Context: an optimization exercise on an open-source flow, tuned for small area, a short achievable clock period and few clock cycles. The choices shown serve that exercise and are no tape-out recipe.
The RTL was checked by simulation tests, not by an equivalence proof against the original design.
No activity file was given, so power comes from the tool's default toggle rates.

==> flow/design.v, too long to show whole: its modules and the start of the top module <==
// module qgk: 576 lines
// module qgk_lanes: 26 lines
// module qgk_rqstep: 28 lines
// module qgk_smlad: 318 lines
// module qgk_add18: 55 lines
// module qgk_add32: 97 lines
// module qgk_add36: 107 lines
module qgk (
    input  wire        clk,
    input  wire        rst,
    input  wire        reg_wr,
    input  wire [6:0]  reg_addr,
    input  wire [31:0] reg_wdata,
    output reg  [31:0] reg_rdata,
    output wire        busy,
    output reg         mem_req,
    output reg         mem_we,
    output reg  [31:0] mem_addr,
    output reg  [3:0]  mem_be,
    output reg  [31:0] mem_wdata,
    input  wire        mem_ready,
    input  wire [31:0] mem_rdata
);
  // ...
==> flow/flow/run.sh <==
#!/bin/bash
# The standard ORFS layout (standard synthesis, floorplan, placement, CTS,
# routing), with ORFS's timing repair asked to keep a setup margin of
# MARGIN ns at the design's clock period. The make output goes to
# standard_flow.log; ORFS keeps each step's log under orfs/logs/.
set -euo pipefail
MARGIN=8
bash standard.sh SETUP_SLACK_MARGIN=$MARGIN finish > standard_flow.log 2>&1
==> flow/standard.sh <==
#!/bin/bash
# synth_recipe.tcl (not shown) runs the flow's synth.tcl, then flattens the netlist and writes it again
# the make line also repeats each setting of config.mk as NAME=value (left out here)
make -C /OpenROAD-flow-scripts/flow DESIGN_CONFIG=/design/flow/config.mk WORK_HOME=/design/flow/orfs CLKGATE_MAP_FILE= SYNTH_SCRIPT=/design/flow/synth_recipe.tcl "${@:-finish}"
==> flow/config.mk <==
export PLATFORM = sky130hd
export DESIGN_NAME = qgk
export DESIGN_NICKNAME = qgk
export VERILOG_FILES = /design/flow/design.v
export SDC_FILE = /design/flow/constraint.sdc
export NUM_CORES = 8
export LEC_CHECK = 0
export CAP_MARGIN = 20
export CORE_MARGIN = 2
export CORE_UTILIZATION = 60
export CTS_CLUSTER_DIAMETER = 140
export CTS_CLUSTER_SIZE = 18
export SLEW_MARGIN = 20
==> flow/constraint.sdc <==
create_clock -name core_clock -period 16.0 [get_ports {clk}]
set_input_delay 3.2000 -clock core_clock [delete_from_list [all_inputs] [get_ports {clk}]]
set_output_delay 3.2000 -clock core_clock [all_outputs]
set_load 0.01 [all_outputs]
==> impl_metrics.env, run 1 <==
export IMPL_status="no timing/DRC/antenna violations"
export IMPL_inverters=412
export IMPL_required_ns=12.80
export IMPL_power_density_nw_per_um2=133
export IMPL_grt_met2_usage=0.670
export IMPL_path_class="input port to output port"
export IMPL_setup_viol=0
export IMPL_dp_cells=10700
export IMPL_worstMarginPinSlew_ns=1.26
export IMPL_ios=178
export IMPL_cts_resized=336
export IMPL_synth_compound_area_share=0.185
export IMPL_final_common_cell="edfxtp_1"
export IMPL_fin_skew_ns=0.0434
export IMPL_yosys_area_share_adder=0.113
export IMPL_end_kind="output port"
export IMPL_hold_start="st_cause[1]$_SDFFE_PP0P_"
export IMPL_drv_cap=0
export IMPL_cp_common_cell="buf_12"
export IMPL_crit_cells=10
export IMPL_busiest_layer="met2"
export IMPL_clock_buffers=114
export IMPL_seqCellArea_sq_um=37000
export IMPL_hold_path_end="st_cause[1]$_SDFFE_PP0P_"
export IMPL_seqPwrFrac=0.328
export IMPL_overflow=0
export IMPL_core_area_sq_um=152000
Testbench counts, summed over its fixed seeds: cycles 62,382.
==> run 2, diff against run 1 <==
--- a/flow/flow/run.sh
+++ b/flow/flow/run.sh
@@ -5,4 +5,4 @@
 # standard_flow.log; ORFS keeps each step's log under orfs/logs/.
 set -euo pipefail
-MARGIN=8
+MARGIN=7.4
 bash standard.sh SETUP_SLACK_MARGIN=$MARGIN finish > standard_flow.log 2>&1
--- a/flow/config.mk
+++ b/flow/config.mk
@@ -9,5 +9,4 @@
 export CORE_MARGIN = 2
 export CORE_UTILIZATION = 60
-export CTS_CLUSTER_DIAMETER = 140
-export CTS_CLUSTER_SIZE = 18
+export CTS_BUF_LIST = sky130_fd_sc_hd__clkbuf_8
 export SLEW_MARGIN = 20
==> run 2 against run 1 <==
Still clean; count of clock-buffer cells in the layout grew 111; core utilization grew 0.13 points; via count grew 0.51%; hold slack lost 0.020 ns; global-route usage grew 0.23 points; flip-flop and latch count is the same; synthesized cell count is the same; first-iteration DRC count shrank 0.68%; maximum frequency grew 0.99%; clock skew grew 0.061 ns; die area is the same; largest cell class unchanged; highest routed layer unchanged.
==> impl_metrics.env, run 2 <==
export IMPL_status="no timing/DRC/antenna violations"
export IMPL_grt_pass1_vias=75000
export IMPL_yosys_top_cells_count="edfxtp_1 (1121), nand2_1 (694), nor2_1 (661), clkbuf_1 (547), mux2i_1 (495)"
export IMPL_overflow=0
export IMPL_routed_wl_um=380000
export IMPL_initial_core_util=0.605
export IMPL_power_density_nw_per_um2=141
export IMPL_port_buffers=173
export IMPL_grt_setup_unrepaired="true"
export IMPL_ir_drop_v=0.000243
export IMPL_routabilityCongestion=1.05
export IMPL_clockBufferDepth=3
export IMPL_num_vias=80600
export IMPL_synthFlopType="edfxtp_1"
export IMPL_final_cell_area_sq_um=101000
export IMPL_cts_inserted_buffers=216
export IMPL_crit_family="buffers and inverters"
export IMPL_fin_crit_ns=8.78
export IMPL_path_class="input port to output port"
export IMPL_fp_row_count=143
export IMPL_fp_dieW_um=396
export IMPL_required_ns=12.80
export IMPL_cts_root_buf="clkbuf_8"
export IMPL_setup_tns_ns=0
export IMPL_cts_tree="done"
export IMPL_yosysWarnings=3
export IMPL_cp_slowest_cell="nand4_1"
export IMPL_synth_area_per_cell_sq_um=10.2
export IMPL_cp_common_cell="buf_6"
export IMPL_async_flop_share=0
export IMPL_ios=178
export IMPL_path_cells="buf_6 -> buf_12 -> buf_4 -> nor3_2 -> buf_6 -> a22o_1 -> a221oi_2 -> nand3_1 -> nor2_1 -> nand4_1 -> buf_2"
export IMPL_synth_area_mux_share=0.0861
export IMPL_p_leak_nw=38.7
export IMPL_synth_cells=9007
export IMPL_top_register="la_r"
export IMPL_dpl_cell_area_sq_um=95300
export IMPL_startpoint="reg_addr[2]"
export IMPL_fin_skew_ns=0.104
export IMPL_final_common_cell="edfxtp_1"
export IMPL_grt_usage=0.475
export IMPL_mappedNetlistArea_sq_um=92000
export IMPL_max_stage_delay_ns=0.43
export IMPL_drt_first_pass_iters=10
export IMPL_yosysMostFrequentCell="edfxtp_1"
export IMPL_layout_drive_gt1_share=0.107
export IMPL_fmax_mhz=114
export IMPL_yosys_area_share_simple=0.115
export IMPL_yosysTopAreaCell="edfxtp_1"
export IMPL_maxSlewHeadroom=0.144
export IMPL_synth_top_area_frac=0.366
export IMPL_grt_start_max_net_pins=81
export IMPL_setup_viol=0
export IMPL_worstSetupStartpointType="input port"
export IMPL_htree_num_levels=4
export IMPL_die_h_um=396
export IMPL_synth_edf_count=1121
export IMPL_end_kind="output port"
export IMPL_ys_seq_elements=1287
export IMPL_largest_reg_flops=36
export IMPL_synth_top_family_by_area="compound AO/OA/AOI/OAI gates"
export IMPL_hold_start="rq_start_req$_SDFF_PN0_"
export IMPL_worstPathArrival_ns=5.58
export IMPL_mostFrequentLayoutCells="edfxtp_1 (1121), nand2_1 (688), nor2_1 (634)"
export IMPL_drtAntennaViolNets=0
export IMPL_synth_area_leaders="edfxtp_1 (37%), fa_1 (6.0%), mux2i_1 (5.4%)"
export IMPL_core_area_sq_um=152000
export IMPL_clkSinkCount=1287
export IMPL_antenna_found_initial=33
export IMPL_area_growth_pct=9.73
export IMPL_first_iter_violations=13600
export IMPL_grt_pass1_wl_um=535000
export IMPL_synth_xor_area_frac=0.0504
export IMPL_r2r_start="rq_k[0]$_SDFFCE_PN0P_"
export IMPL_ys_types=104
export IMPL_dpl_hpwl_um=274000
export IMPL_hp_class="flop to flop"
export IMPL_finalMaxSlewViolations=0
export IMPL_critical_path_max_fanout=25
export IMPL_wire_per_inst_um=33.9
export IMPL_period_share=0.549
export IMPL_dieArea_sq_um=156000
export IMPL_path_buf_inv=5
export IMPL_layout_nets=9669
export IMPL_ys_seq_area_frac=0.402
export IMPL_routed_via_density=7.20
export IMPL_insertion_delay_ns=1.04
export IMPL_cts_clk_slew_worst_paths_ns=0.07
export IMPL_yosys_area_share_adder=0.113
export IMPL_drv_cap=0
export IMPL_synth_compound_area_share=0.185
export IMPL_worstMarginPinSlew_ns=1.28
export IMPL_hold_viol_final=0
export IMPL_drc=0
-- run 2: logic make-up after synthesis --
kind of cell / after synthesis
DFF: 1287
AOI/OAI and AO/OA: 2471
and+or+nand+nor: 2236
xor gates and xnor gates: 527
other: 1
buffers and inverters: 1140
muxes: 674
adders and majority gates: 671
-- run 2: final timing paths --
kind                   endpoint  slack [ns]  depth (start not counted)
max                reg_rdata[0]        7.22                         11
min            rq_req$_DFFE_PP_        0.44                          0
max reg2reg  rq_a[31]$_DFFE_PP_        7.63                         27
min reg2reg    rq_req$_DFFE_PP_        0.44                          0
-- run 2: stage by stage --
step           instances  worst slack, ns  hold WS (ns)   util  power (W)
2_1_floorplan       9008             7.85         0.401      -    0.00906
3_3_place_gp       10700             5.70         0.409  0.626     0.0109
3_5_place_dp       10700             5.89         0.414  0.626     0.0110
4_1_cts            11200             7.40         0.432  0.662     0.0140
5_1_grt            11200             7.28         0.446  0.663     0.0150
6_report           11200             7.22         0.438  0.664     0.0143
-- run 2: power breakdown --
part	internal (W)	total (W)	switching, W
logic	0.00278	0.00679	0.00401
clock network	0.00152	0.00306	0.00155
registers	0.00410	0.00441	0.000306
-- run 2: what timing repair did --
item,in CTS,in global routing
pin swaps,28,10
hold endpoints to repair,0,0
endpoints found under the setup margin,78,124
buffers inserted,51,2
gates resized for setup,177,31
hold buffers,0,0
gates cloned,5,0
-- run 2: per-layer routing --
metal	wire length, um	track usage	part of all wire
met1	131000	0.599	0.34
met2	155000	0.669	0.41
met3	60800	0.188	0.16
met4	33000	0.319	0.087
met5	415	0.0132	0.0011
-- run 2: layout make-up --
cell class,instances,area (sq um)
sequential,1287,37000
fill,11900,51200
antenna,14,35.0
inverter,411,1550
multi-input combinational,6582,51200
tap,2030,2540
timing repair buffer,463,4230
clock buffer,225,3100
clock inverter,181,1300
==> run 3, diff against run 2 <==
--- a/flow/flow/run.sh
+++ b/flow/flow/run.sh
@@ -5,4 +5,4 @@
 # standard_flow.log; ORFS keeps each step's log under orfs/logs/.
 set -euo pipefail
-MARGIN=7.4
+MARGIN=7.0
 bash standard.sh SETUP_SLACK_MARGIN=$MARGIN finish > standard_flow.log 2>&1
--- a/flow/config.mk
+++ b/flow/config.mk
@@ -9,4 +9,5 @@
 export CORE_MARGIN = 2
 export CORE_UTILIZATION = 60
-export CTS_BUF_LIST = sky130_fd_sc_hd__clkbuf_8
+export CTS_CLUSTER_DIAMETER = 100
+export CTS_CLUSTER_SIZE = 20
 export SLEW_MARGIN = 20
==> run 3 against run 2 <==
Sequential share of layout area is 0.86 points higher; synthesized area unchanged; critical path type unchanged; non-clock buffer count is 19 lower; largest power group unchanged; cell count down 2.7%; die area unchanged; flip-flop and latch count unchanged; first-iteration DRC count grew 3.4%; hold slack improved by 0.0048 ns; clock power fell by 27%.
==> impl_metrics.env, run 3 <==
export IMPL_seqCellArea_sq_um=37000
export IMPL_post_place_ws_ns=5.89
export IMPL_fmax_mhz=110
export IMPL_grt_usage=0.470
export IMPL_overflow=0
export IMPL_ios=178
export IMPL_htree_num_levels=3
export IMPL_combPwrFrac=0.505
export IMPL_top_layer="met5"
export IMPL_yosysTopAreaCell="edfxtp_1"
export IMPL_grt_setup_unrepaired="false"
export IMPL_synth_area_per_cell_sq_um=10.2
export IMPL_mappedNetlistArea_sq_um=92000
export IMPL_initial_core_util=0.605
export IMPL_routed_wl_um=376000
export IMPL_drv_cap=0
export IMPL_top_register="la_r"
export IMPL_routabilityCongestion=1.05
export IMPL_setup_tns_ns=0
export IMPL_maxSlewHeadroom=0.136
export IMPL_period_share=0.566
export IMPL_finalMaxSlewViolations=0
export IMPL_path_buf_inv=3
export IMPL_drt_first_pass_iters=9
export IMPL_cts_tree="done"
export IMPL_final_cell_area_sq_um=98600
export IMPL_synth_area_leaders="edfxtp_1 (37%), fa_1 (6.0%), mux2i_1 (5.4%)"
export IMPL_critical_path_max_fanout=11
export IMPL_max_stage_delay_ns=0.58
export IMPL_largest_reg_flops=36
export IMPL_routed_via_density=7.29
export IMPL_layout_nets=9512
export IMPL_wl_met2_um=155000
export IMPL_fillers=12100
export IMPL_ir_drop_v=0.000242
export IMPL_wire_per_inst_um=34.6
export IMPL_dpl_hpwl_um=274000
export IMPL_die_h_um=396
export IMPL_drtAntennaViolNets=0
export IMPL_power_internal_w=0.00785
export IMPL_ys_seq_area_frac=0.402
export IMPL_worstSetupStartpointType="input port"
export IMPL_worst_slack_ns=6.95
export IMPL_synth_cells=9007
export IMPL_required_ns=12.80
export IMPL_synth_top_area_frac=0.366
export IMPL_synthFlopType="edfxtp_1"
export IMPL_multi_input_area_sq_um=51000
export IMPL_yosysMostFrequentCell="edfxtp_1"
export IMPL_dieArea_sq_um=156000
export IMPL_p_clk_frac=0.166
export IMPL_ys_types=104
export IMPL_fin_crit_ns=9.05
export IMPL_clkSinkCount=1287
export IMPL_switching_share=0.414
export IMPL_port_buffers=173
export IMPL_seqPwrFrac=0.329
export IMPL_path_class="input port to output port"
export IMPL_cts_inserted_buffers=78
export IMPL_mostFrequentLayoutCells="edfxtp_1 (1121), nand2_1 (688), nor2_1 (637)"
export IMPL_final_common_cell="edfxtp_1"
export IMPL_setup_viol=0
export IMPL_startpoint="reg_addr[3]"
export IMPL_grt_pass1_vias=73400
export IMPL_core_area_sq_um=152000
export IMPL_path_cells="dlygate4sd2_1 -> nand2b_4 -> or2_4 -> buf_4 -> nor2_4 -> a22oi_1 -> nand4_1 -> nor2_1 -> nand2_1 -> clkdlybuf4s50_1"
export IMPL_async_flop_share=0
export IMPL_grt_start_max_net_pins=81
export IMPL_layout_drive_gt1_share=0.0827
export IMPL_worstPathArrival_ns=5.85
export IMPL_num_vias=79400
export IMPL_fin_skew_ns=0.0925
export IMPL_fp_row_count=143
export IMPL_worstMarginPinSlew_ns=1.28
export IMPL_grt_pass1_wl_um=529000
export IMPL_power_density_nw_per_um2=136
export IMPL_yosysWarnings=3
export IMPL_yosys_top_cells_count="edfxtp_1 (1121), nand2_1 (694), nor2_1 (661), clkbuf_1 (547), mux2i_1 (495)"
export IMPL_cts_root_buf="clkbuf_16"
export IMPL_cts_clk_slew_worst_paths_ns=0.09
export IMPL_hold_viol_final=0
export IMPL_status="no timing/DRC/antenna violations"
export IMPL_wl_met1_um=132000
export IMPL_antenna_found_initial=27
export IMPL_dpl_cell_area_sq_um=95300
export IMPL_switchingPower_w=0.00554
export IMPL_crit_family="simple AND/OR/NAND/NOR gates"
export IMPL_hold_start="rq_start_req$_SDFF_PN0_"
export IMPL_area_growth_pct=7.20
export IMPL_fp_dieW_um=396
export IMPL_first_iter_violations=14100
export IMPL_p_leak_nw=37.2
export IMPL_cts_hold_buffers=0
export IMPL_cp_slowest_cell="clkdlybuf4s50_1"
export IMPL_drc=0
export IMPL_insertion_delay_ns=0.77
export IMPL_clockBufferDepth=3
export IMPL_end_kind="output port"
export IMPL_wl_met3_um=57600
export IMPL_r2r_start="la_r[2]$_SDFF_PP0_"
export IMPL_synth_edf_count=1121
export IMPL_ys_seq_elements=1287
export IMPL_hp_class="flop to flop"
-- run 3: repair_timing --
action | in CTS | in global routing
resized for setup | 114 | 11
endpoints found under the setup margin | 34 | 39
pin swaps | 17 | 5
gates cloned | 4 | 0
setup buffers | 31 | 4
-- run 3: final cells by class --
type | count | area share
clock inverters | 18 | 0.00364
flip-flops and latches | 1287 | 0.375
inverters | 411 | 0.0157
repair buffers | 444 | 0.0408
diodes | 17 | 0.000431
multi-input cells | 6582 | 0.517
well taps | 2030 | 0.0258
clock buffers | 101 | 0.0208
-- run 3: routing by layer --
metal  GRT usage  vias up
li1            -    33000
met1       0.601    38500
met2       0.666     6449
met3       0.170     1422
met4       0.315       22
met5     0.00647        -
-- run 3: stage by stage --
stage,hold WS [ns],util,total power [W],cells
global route,0.453,0.648,0.0141,10900
CTS,0.438,0.647,0.0132,10900
floorplan,0.401,-,0.00906,9008
global placement,0.409,0.626,0.0109,10700
finish,0.443,0.648,0.0134,10900
detailed placement,0.414,0.626,0.0110,10700
-- run 3: cell families after synthesis --
logic type | share of synthesized area
flip-flops | 0.402
adder cells (fa/ha/maj) | 0.113
AND/OR/NAND/NOR | 0.115
AO/OA/AOI/OAI | 0.185
multiplexers | 0.0861
other | 0.0000408
XOR/XNOR | 0.0504
buffers and inverters | 0.0493
-- run 3: power by group through the flow --
| stage | Clock (W) | Combinational (W) | Sequential (W) |
|---|---|---|---|
| 5_1_grt | 0.00232 | 0.00738 | 0.00439 |
| 4_1_cts | 0.00221 | 0.00662 | 0.00436 |
| 3_3_place_gp | 0 | 0.00641 | 0.00444 |
| 6_report | 0.00222 | 0.00677 | 0.00440 |
| 3_5_place_dp | 0 | 0.00658 | 0.00444 |
| 2_1_floorplan | 0 | 0.00482 | 0.00424 |
-- run 3: path summary, 6_finish.rpt --
check | endpoint | slack (ns) | cells after the start
hold reg to reg | rq_req$_DFFE_PP_ | 0.44 | 0
setup / recovery | reg_rdata[18] | 6.95 | 10
hold / removal | rq_req$_DFFE_PP_ | 0.44 | 0
setup reg to reg | wacc1[4]$_DFFE_PP_ | 7.45 | 23
==> run 4, diff against run 3 <==
--- a/flow/flow/run.sh
+++ b/flow/flow/run.sh
@@ -5,4 +5,4 @@
 # standard_flow.log; ORFS keeps each step's log under orfs/logs/.
 set -euo pipefail
-MARGIN=7.0
+MARGIN=7.4
 bash standard.sh SETUP_SLACK_MARGIN=$MARGIN finish > standard_flow.log 2>&1
==> run 4 against run 3 <==
Sequential power hardly changed; maximum frequency is 4.6% higher; combinational power hardly changed; setup slack better by 0.39 ns; global-route usage is 0.11 points higher; flip-flop and latch count stayed put; non-clock buffer count is 27 higher; sequential share of layout area is 0.17 points lower; cell count is 0.19% higher.
==> impl_metrics.env, run 4 <==
export IMPL_yosysTopAreaCell="edfxtp_1"
export IMPL_worstSetupStartpointType="input port"
export IMPL_hold_worst_slack_ns=0.437
export IMPL_ys_seq_area_frac=0.402
export IMPL_ir_drop_v=0.000245
export IMPL_setup_viol=0
export IMPL_yosysMostFrequentCell="edfxtp_1"
export IMPL_routed_via_density=7.28
export IMPL_clkSinkCount=1287
export IMPL_dpl_hpwl_um=274000
export IMPL_core_area_sq_um=152000
export IMPL_port_buffers=173
export IMPL_routabilityCongestion=1.05
export IMPL_seqCellArea_sq_um=37000
export IMPL_routed_wl_um=377000
export IMPL_num_vias=79400
export IMPL_cts_inserted_buffers=78
export IMPL_synth_area_per_cell_sq_um=10.2
export IMPL_setup_tns_ns=0
export IMPL_power_density_nw_per_um2=135
export IMPL_clockBufferDepth=3
export IMPL_grt_usage=0.471
export IMPL_synth_area_leaders="edfxtp_1 (37%), fa_1 (6.0%), mux2i_1 (5.4%)"
export IMPL_worstPathArrival_ns=5.46
export IMPL_drtAntennaViolNets=0
export IMPL_required_ns=12.80
export IMPL_drc=0
export IMPL_first_iter_violations=14200
export IMPL_synth_top_area_frac=0.366
export IMPL_final_cells=10900
export IMPL_yosys_top_cells_count="edfxtp_1 (1121), nand2_1 (694), nor2_1 (661), clkbuf_1 (547), mux2i_1 (495)"
export IMPL_wire_per_inst_um=34.6
export IMPL_worstMarginPinSlew_ns=1.27
export IMPL_dp_cells=10700
export IMPL_p_leak_nw=37.4
export IMPL_fp_dieW_um=396
export IMPL_grt_start_max_net_pins=81
export IMPL_fmax_mhz=116
export IMPL_maxSlewHeadroom=0.147
export IMPL_drv_cap=0
export IMPL_antenna_found_initial=31
export IMPL_synthFlopType="edfxtp_1"
export IMPL_final_common_cell="edfxtp_1"
export IMPL_fp_row_count=143
export IMPL_cts_tree="done"
export IMPL_grt_pass1_vias=73700
export IMPL_initial_core_util=0.605
export IMPL_cts_root_buf="clkbuf_16"
export IMPL_htree_num_levels=3
export IMPL_status="no timing/DRC/antenna violations"
export IMPL_fin_skew_ns=0.0912
export IMPL_hold_viol_final=0
export IMPL_area_growth_pct=7.68
export IMPL_grt_pass1_wl_um=530000
export IMPL_finalMaxSlewViolations=0
export IMPL_mostFrequentLayoutCells="edfxtp_1 (1121), nand2_1 (687), nor2_1 (634)"
export IMPL_synth_edf_count=1121
export IMPL_period_share=0.541
export IMPL_drt_first_pass_iters=14
export IMPL_cts_hold_buffers=0
export IMPL_cts_clk_slew_worst_paths_ns=0.09
export IMPL_end_kind="output port"
export IMPL_multi_input_area_sq_um=51200
export IMPL_dieArea_sq_um=156000
export IMPL_async_flop_share=0
export IMPL_ys_seq_elements=1287
export IMPL_ios=178
export IMPL_insertion_delay_ns=0.77
export IMPL_overflow=0
export IMPL_top_register="la_r"
export IMPL_path_class="input port to output port"
export IMPL_layout_drive_gt1_share=0.0890
export IMPL_synth_cells=9007
export IMPL_hp_class="flop to flop"
export IMPL_mappedNetlistArea_sq_um=92000
export IMPL_fin_crit_ns=8.66
export IMPL_fillers=12100
export IMPL_grt_setup_unrepaired="true"
export IMPL_die_h_um=396
export IMPL_critical_path_max_fanout=13
export IMPL_yosysWarnings=3
export IMPL_ys_types=104
export IMPL_layout_nets=9539
export IMPL_largest_reg_flops=36
==> run 4: cell counts after synthesis <==
Identical to the previous run, type by type.
==> run 4: cell type report <==
cell class                      instances  area share
Tap cell                             2030      0.0256
Timing Repair Buffer                  471      0.0437
Sequential cell                      1287       0.374
Clock inverter                         18     0.00363
Clock buffer                          101      0.0207
Antenna cell                           11    0.000278
Inverter                              411      0.0156
Multi-Input combinational cell       6582       0.517
==> run 4: worst max-delay path, cell delays in order <==
cell       delay (ns)
buf_2            0.14
nand2b_4         0.18
buf_4            0.13
nor3_4           0.06
buf_4            0.16
bufbuf_16        0.31
a22oi_1          0.19
nand4_1          0.13
nor2_1           0.11
nand4_1          0.49
buf_2            0.34
==> run 4: power breakdown <==
part | switching, W | internal [W]
Combinational | 0.00401 | 0.00278
Clock | 0.00124 | 0.000981
Sequential | 0.000305 | 0.00410
Total | 0.00556 | 0.00785
==> run 4: cell families (layout without fill, tap and decap cells) <==
group,after synthesis,after routing,share of synthesized area
AO/OA/AOI/OAI,2471,2471,0.185
multiplexers,674,674,0.0861
XOR/XNOR,527,527,0.0504
buffers and inverters,1140,1001,0.0493
AND/OR/NAND/NOR,2236,2237,0.115
adder cells (fa/ha/maj),671,671,0.113
other,1,13,0.0000408
flip-flops,1287,1287,0.402
==> run 4: worst paths after layout <==
check                          start            endpoint  slack, ns  cells past startpoint
min          rq_start_req$_SDFF_PN0_    rq_req$_DFFE_PP_       0.44                      0
min reg2reg  rq_start_req$_SDFF_PN0_    rq_req$_DFFE_PP_       0.44                      0
max reg2reg       la_r[2]$_SDFF_PP0_  wacc1[4]$_DFFE_PP_       7.62                     23
max                      reg_addr[6]        reg_rdata[4]       7.34                     11
==> run 4: layer usage <==
layer	vias to the layer above	wire, um	global-route usage
li1	33100	-	-
met1	38400	131000	0.598
met2	6418	155000	0.670
met3	1451	59400	0.177
met4	30	32000	0.310
met5	-	306	0
==> run 4: what timing repair did <==
item                                    in CTS  in global routing
gates resized for setup                    176                 40
setup buffers                               51                  8
pin swaps                                   28                 18
endpoints found under the setup margin      78                124
gates cloned                                 5                  1
==> run 4: through the flow <==
stage                util  setup WS (ns)  power (W)  instance area (sq um)
detailed placement  0.626           5.89     0.0110                  95300
floorplan               -           7.85    0.00906                  92000
global placement    0.626           5.70     0.0109                  95200
global route        0.651           7.30     0.0141                  99000
finish              0.651           7.34     0.0134                  99000
CTS                 0.649           7.41     0.0132                  98600

[what the ideal ports hide]
Ports are ideal in the flow. The routed layouts listed here were re-timed in OpenROAD. Step 1 assumes that a clkbuf_16 drives the clock port and a buf_2 every other input. Step 2 times the ports against the registers' clock, not the clock port: input delays grow and output delays shrink by t, the midpoint of the rising clock arrivals with the driver on. Slacks: ideal ports / drivers / drivers and shift; pairs: ideal ports / drivers.
run	t (ns)	setup WS [ns]	worst slew at a driven data input, ns
run 1	0.827	7.135 / 7.103 / 7.103	0.05
run 2	1.063	7.222 / 7.183 / 7.183	0.05
run 3	0.806	6.948 / 6.924 / 6.924	0.05
run 4	0.806	7.343 / 7.313 / 7.313	0.05
After both steps every run listed still meets setup and hold. The setup slack of run 2, which loses most, moves by -0.039 ns with the drivers and by -0.039 ns with both steps.
